Context: an optimization exercise on an open-source flow, tuned for small area. The choices shown serve that exercise and are no tape-out recipe. The RTL was checked by simulation tests, not by an equivalence proof against the original design.

Setup of the previous run:
==> module n2t_clock_seq, before the edit <==
module n2t_clock_seq (
    input  wire        clk,
    input  wire        rst,
    input  wire [63:0] now,
    input  wire [1:0]  btn_state,
    input  wire [1:0]  btn_changed,
    input  wire        cmd_cfreq,
    input  wire        cmd_cauto,
    input  wire        cmd_csync,
    input  wire        cmd_csynco,
    input  wire        cmd_psel,
    input  wire        cmd_pfreq,
    input  wire        cmd_pauto,
    input  wire        cmd_idx,      
    input  wire [15:0] cmd_imm,
    input  wire [2:0]  cmd_op,       
    output reg  [1:0]  clk_out,
    output reg  [1:0]  clk_mode,
    output reg  [15:0] clk_freq0,
    output reg  [15:0] clk_freq1,
    output wire [7:0]  cur_prog,
    output reg  [1:0]  seq_mode
);
    localparam [1:0] SEQ_MANUAL = 2'd0, SEQ_ONESHOT = 2'd1, SEQ_AUTO = 2'd2;
    reg [2:0]  prog;
    reg [63:0] clk_base0, clk_base1, seq_base;
    reg        clk_pend0, clk_pend1, seq_pend;
    reg [22:0] clk_tps0, clk_tps1;
    reg [23:0] seq_tps;
    reg [15:0] seq_freq;
    reg [3:0]  seq_step;
    assign cur_prog = {5'd0, prog};
    wire [2:0]  prog_n = cmd_psel ? cmd_imm[2:0] : prog;
    wire [4:0]  act_len;
    wire [15:0] act_seq0, act_seq1;
    wire [23:0] act_cnum_unused;
    n2t_prog_rom u_rom_act (.index(prog_n), .len(act_len),
                            .seq0(act_seq0), .seq1(act_seq1), .cnum(act_cnum_unused));
    wire [2:0]  num_idx = cmd_op[2] ? prog : cmd_imm[2:0];
    wire [4:0]  num_len_unused;
    wire [15:0] num_s0_unused, num_s1_unused;
    wire [23:0] num_cnum;
    n2t_prog_rom u_rom_num (.index(num_idx), .len(num_len_unused),
                            .seq0(num_s0_unused), .seq1(num_s1_unused), .cnum(num_cnum));
    wire [23:0] div_num = (cmd_op[2] && !cmd_op[0]) ? 24'd5000000 : num_cnum;
    wire [15:0] div_den = cmd_op[2] ? cmd_imm : seq_freq;
    wire [23:0] new_tps;
    n2t_div u_div (.num(div_num), .den(div_den), .q(new_tps));
    wire        sync   = (cmd_csync || cmd_csynco) && prog == 3'd0;
    wire        synco  = cmd_csynco && prog == 3'd0;
    wire [63:0] clk_next0, clk_next1, seq_next;
    wire [2:0]  co_unused;
    n2t_add #(.W(64), .WB(23)) u_add0 (.a(clk_base0), .b(clk_tps0 & {23{clk_pend0}}),
                                       .s(clk_next0), .co(co_unused[0]));
    wire [63:0] base1 = sync ? clk_next0 : clk_base1;
    wire [22:0] add1  = synco ? clk_tps0 : sync ? 23'd0 : (clk_tps1 & {23{clk_pend1}});
    n2t_add #(.W(64), .WB(23)) u_add1 (.a(base1), .b(add1),
                                       .s(clk_next1), .co(co_unused[1]));
    n2t_add #(.W(64), .WB(24)) u_adds (.a(seq_base), .b(seq_tps & {24{seq_pend}}),
                                       .s(seq_next), .co(co_unused[2]));
    wire due0, due1s;
    n2t_gt #(.W(64)) u_gt0  (.a(now), .b(clk_next0), .gt(due0));
    n2t_gt #(.W(64)) u_gt1s (.a(now), .b(prog_n == 3'd0 ? clk_next1 : seq_next), .gt(due1s));
    wire due1 = due1s;
    wire dues = due1s;
    wire cauto0 = cmd_cauto && !cmd_idx;
    wire cauto1 = cmd_cauto && cmd_idx;
    reg [1:0]  clk_st_n, clk_mode_n;
    reg        fire0, fire1;
    reg [1:0]  seq_mode_n;
    reg [3:0]  seq_step_n;
    reg        seq_fire, seq_start;
    reg        push;
    reg [3:0]  sig_k;
    reg [4:0]  step_inc;
    always @* begin
        clk_st_n   = clk_out;
        clk_mode_n = clk_mode ^ {cauto1, cauto0};
        fire0      = 1'b0;
        fire1      = 1'b0;
        seq_mode_n = seq_mode;
        seq_step_n = seq_step;
        seq_fire   = 1'b0;
        seq_start  = 1'b0;
        push       = 1'b0;
        sig_k      = 4'd0;
        if (sync) clk_st_n[1] = clk_out[0];
        if (cmd_psel) begin
            seq_step_n = 4'd0;
            seq_mode_n = SEQ_MANUAL;
        end
        if (cmd_pauto)
            seq_mode_n = (seq_mode == SEQ_MANUAL) ? SEQ_AUTO : SEQ_MANUAL;
        step_inc = {1'b0, seq_step_n} + 5'd1;
        if (prog_n == 3'd0) begin
            if (!clk_mode_n[0]) begin
                if (btn_changed[0]) clk_st_n[0] = btn_state[0];
            end else if (!cauto0 && due0) begin
                clk_st_n[0] = ~clk_st_n[0];
                fire0 = 1'b1;
            end
            if (!clk_mode_n[1]) begin
                if (btn_changed[1]) clk_st_n[1] = btn_state[1];
            end else if (!cauto1 && due1) begin
                clk_st_n[1] = ~clk_st_n[1];
                fire1 = 1'b1;
            end
        end else begin
            if (seq_mode_n == SEQ_MANUAL) begin
                if (btn_changed[0] && btn_state[0]) begin
                    seq_mode_n = SEQ_ONESHOT;
                    seq_start  = 1'b1;
                end
                if (btn_changed[1] && btn_state[1]) begin
                    seq_step_n = (step_inc == act_len) ? 4'd0 : step_inc[3:0];
                    push = 1'b1;
                end
            end else if (!cmd_pauto && dues) begin
                seq_step_n = (step_inc == act_len) ? 4'd0 : step_inc[3:0];
                if (seq_step_n == 4'd0 && seq_mode_n == SEQ_ONESHOT)
                    seq_mode_n = SEQ_MANUAL;
                seq_fire = 1'b1;
                push = 1'b1;
            end
            if (push) begin
                sig_k       = act_len[3:0] - seq_step_n - 4'd1;
                clk_st_n[0] = act_seq0[sig_k];
                clk_st_n[1] = act_seq1[sig_k];
            end
        end
    end
    always @(posedge clk) begin
        if (rst) begin
            clk_out   <= 2'b00;
            clk_mode  <= 2'b00;
            clk_base0 <= now;
            clk_base1 <= now;
            clk_pend0 <= 1'b0;
            clk_pend1 <= 1'b0;
            clk_tps0  <= 23'd500;
            clk_tps1  <= 23'd500;
            clk_freq0 <= 16'd10000;
            clk_freq1 <= 16'd10000;
            prog      <= 3'd0;
            seq_mode  <= SEQ_MANUAL;
            seq_step  <= 4'd0;
            seq_base  <= now;
            seq_pend  <= 1'b0;
            seq_tps   <= 24'd1000;
            seq_freq  <= 16'd10000;
        end else begin
            clk_out   <= clk_st_n;
            clk_mode  <= clk_mode_n;
            clk_base0 <= cauto0 ? now : clk_next0;
            clk_base1 <= cauto1 ? now : clk_next1;
            clk_pend0 <= fire0;
            clk_pend1 <= fire1;
            if (cmd_cfreq && !cmd_idx) begin
                clk_freq0 <= cmd_imm;
                clk_tps0  <= new_tps[22:0];
            end
            if (cmd_cfreq && cmd_idx) begin
                clk_freq1 <= cmd_imm;
                clk_tps1  <= new_tps[22:0];
            end
            prog      <= prog_n;
            seq_mode  <= seq_mode_n;
            seq_step  <= seq_step_n;
            seq_base  <= (cmd_pauto || seq_start) ? now : seq_next;
            seq_pend  <= seq_fire;
            if (cmd_psel || cmd_pfreq) seq_tps <= new_tps;
            if (cmd_pfreq) seq_freq <= cmd_imm;
        end
    end
endmodule
==> flow/config.mk <==
export PLATFORM = sky130hd
export DESIGN_NAME = n2t_timing_engine
export DESIGN_NICKNAME = n2t_timing_engine
export VERILOG_FILES = /design/flow/design.v
export SDC_FILE = /design/flow/constraint.sdc
export NUM_CORES = 4
export LEC_CHECK = 0
export ABC_AREA = 1
export CAP_MARGIN = 20
export CORE_MARGIN = 2
export CORE_UTILIZATION = 40
export SETUP_SLACK_MARGIN = -1.5
export SLEW_MARGIN = 20
==> flow/constraint.sdc <==
create_clock -name core_clock -period 70.0 [get_ports {clk}]
set_input_delay 14.0000 -clock core_clock [delete_from_list [all_inputs] [get_ports {clk}]]
set_output_delay 14.0000 -clock core_clock [all_outputs]
set_load 0.01 [all_outputs]
standard.sh (not shown) runs the stock make flow with config.mk's settings and CLKGATE_MAP_FILE= SYNTH_SCRIPT=/design/flow/synth_recipe.tcl, a recipe that flattens the netlist after the stock synthesis.
==> flow/flow/run.sh <==
#!/bin/bash
# Layout flow: the standard flow (standard.sh), with changes to
# synthesis: ORFS's synthesis runs unchanged up to technology mapping, then
# ABC maps the divider (n2t_div, kept as its own module until the final
# flatten) with ORFS's area script and the rest of the design with a
# stronger area-recovery script (flow/area.abc); full-adder extraction is
# limited to the divider. Registers are mapped by dfflibmap before ABC,
# exactly as in the standard synthesis. Layout: the smallest buffer for the
# port buffers, and a clock tree with larger sink clusters and no dummy loads.
set -euo pipefail
W=$(pwd)
F=$W/flow

# ORFS's synth.tcl with the ABC call split in two
python3 - "$FLOW_HOME/scripts/synth.tcl" "$W/synth_split.tcl" "$F" <<'PY'
import sys
src, dst, f = sys.argv[1:4]
s = open(src).read()
pre = "source $::env(SCRIPTS_DIR)/synth_preamble.tcl"
assert s.count(pre) == 1
s = s.replace(pre, pre + "\n"
    "set div_abc_args  [lreplace $abc_args 1 1 %s/div.abc]\n"
    "set rest_abc_args [lreplace $abc_args 1 1 %s/area.abc]\n" % (f, f))
call = "  log_cmd abc {*}$abc_args\n"
assert s.count(call) == 1
s = s.replace(call, "  log_cmd abc {*}$div_abc_args n2t_div\n"
                    "  log_cmd abc {*}$rest_abc_args n2t_timing_engine\n")
# full adders are extracted (and mapped to adder cells) in the divider only;
# ABC maps the rest's arithmetic itself
fa = "  extract_fa {*}[dont_use_extract_fa_args]\n"
assert s.count(fa) == 1
s = s.replace(fa, "  extract_fa {*}[dont_use_extract_fa_args] n2t_div\n")
open(dst, "w").write(s)
PY

# The standard flow's synthesis script, sourcing the split copy
sed "s#source \$::env(SCRIPTS_DIR)/synth.tcl#source $W/synth_split.tcl#" synth_recipe.tcl > my_synth.tcl
grep -q "synth_split.tcl" my_synth.tcl

# The standard flow's config, keeping the divider as a module through synthesis
{
    cat config.mk
    echo "export SYNTH_KEEP_MODULES = n2t_div"
    # clock tree: larger sink clusters, no dummy loads
    # port buffers: the smallest buffer cell
    echo "export BUFFER_PORTS_ARGS = -buffer_cell sky130_fd_sc_hd__buf_1"
    echo "export CTS_ARGS = -sink_clustering_enable -repair_clock_nets -dont_use_dummy_load -buf_list sky130_fd_sc_hd__clkbuf_8 -sink_clustering_size 14 -sink_clustering_max_diameter 70"
} > my_config.mk

sed -e "s#DESIGN_CONFIG=[^ ]*#DESIGN_CONFIG=$W/my_config.mk#" \
    -e "s#SYNTH_SCRIPT=[^ ]*#SYNTH_SCRIPT=$W/my_synth.tcl#" standard.sh > my_standard.sh
grep -q "my_synth.tcl" my_standard.sh
grep -q "my_config.mk" my_standard.sh

bash my_standard.sh finish > make_finish.log 2>&1
Other scripts of this flow, unchanged in this note and not shown: flow/flow/area.abc, flow/flow/div.abc
The previous run reached the final stage; the timing, DRC and antenna checks on its layout passed.
What the current run does differently from the previous run at the input level:
--- a/flow/design.v
+++ b/flow/design.v
@@ -356,11 +356,10 @@
                                        .s(clk_next1), .co(co_unused[1]));
     n2t_add #(.W(64), .WB(24)) u_adds (.a(seq_base), .b(seq_tps & {24{seq_pend}}),
                                        .s(seq_next), .co(co_unused[2]));
-    wire due0, due1s;
-    n2t_gt #(.W(64)) u_gt0  (.a(now), .b(clk_next0), .gt(due0));
-    n2t_gt #(.W(64)) u_gt1s (.a(now), .b(prog_n == 3'd0 ? clk_next1 : seq_next), .gt(due1s));
-    wire due1 = due1s;
-    wire dues = due1s;
+    wire due0, due1, dues;
+    n2t_gt #(.W(64)) u_gt0 (.a(now), .b(clk_next0), .gt(due0));
+    n2t_gt #(.W(64)) u_gt1 (.a(now), .b(clk_next1), .gt(due1));
+    n2t_gt #(.W(64)) u_gts (.a(now), .b(seq_next),  .gt(dues));
     wire cauto0 = cmd_cauto && !cmd_idx;
     wire cauto1 = cmd_cauto && cmd_idx;
     reg [1:0]  clk_st_n, clk_mode_n;
[summary]
NOTE: overall track demand over capacity in global routing in the current run falls short of that of the previous run
Diff the previous run -> the current run: data arrival time of the critical path moved up, insertion delay to the later sink of the worst-skew pair down 0.03 ns.
Sort the current run and the previous run by routed wire length asc -> top: the current run
The previous run has a lower final net count than the current run.
The previous run → the current run: global-route wire length before repair went down about 3%; setup slack of the critical path after layout now smaller; average cell area after synthesis went down about 0.33%; sum of net half-perimeters after detailed placement fell by 5.0%.
Diff the previous run..the current run | die boundary width | negligible
Compare the current run and the previous run | clock skew higher: the previous run
In the current run, the worst-margin pin slew came out 0.0098 ns above the value in the previous run.
Utilization the previous run -> the current run: up

## separate check: timing with driven ports
In the flow no input, the clock included, has a driving cell. The finished layouts below were timed again as built, in two steps. Step 1: set_driving_cell puts a clkbuf_16 on clk and a buf_2 on each other input, an assumption about the parent block. Step 2 also shifts input and output timing later by t, the mid clock arrival at the registers, as if the neighbouring blocks saw the same clock. Three values: ideal ports, drivers, drivers and shift; two values: the first two.
run	shift t [ns]	setup slack, ns	worst setup path at the end	worst register clock-pin slew, ns
the previous run	0.811	3.683 / 3.688 / 2.876	input to register	0.10 / 0.10
the current run	0.792	3.519 / 3.517 / 2.724	input to register	0.10 / 0.10
After both steps every run listed still meets setup and hold. The setup slack of the previous run, which loses most, moves by +0.005 ns with the drivers and by -0.807 ns with both steps.
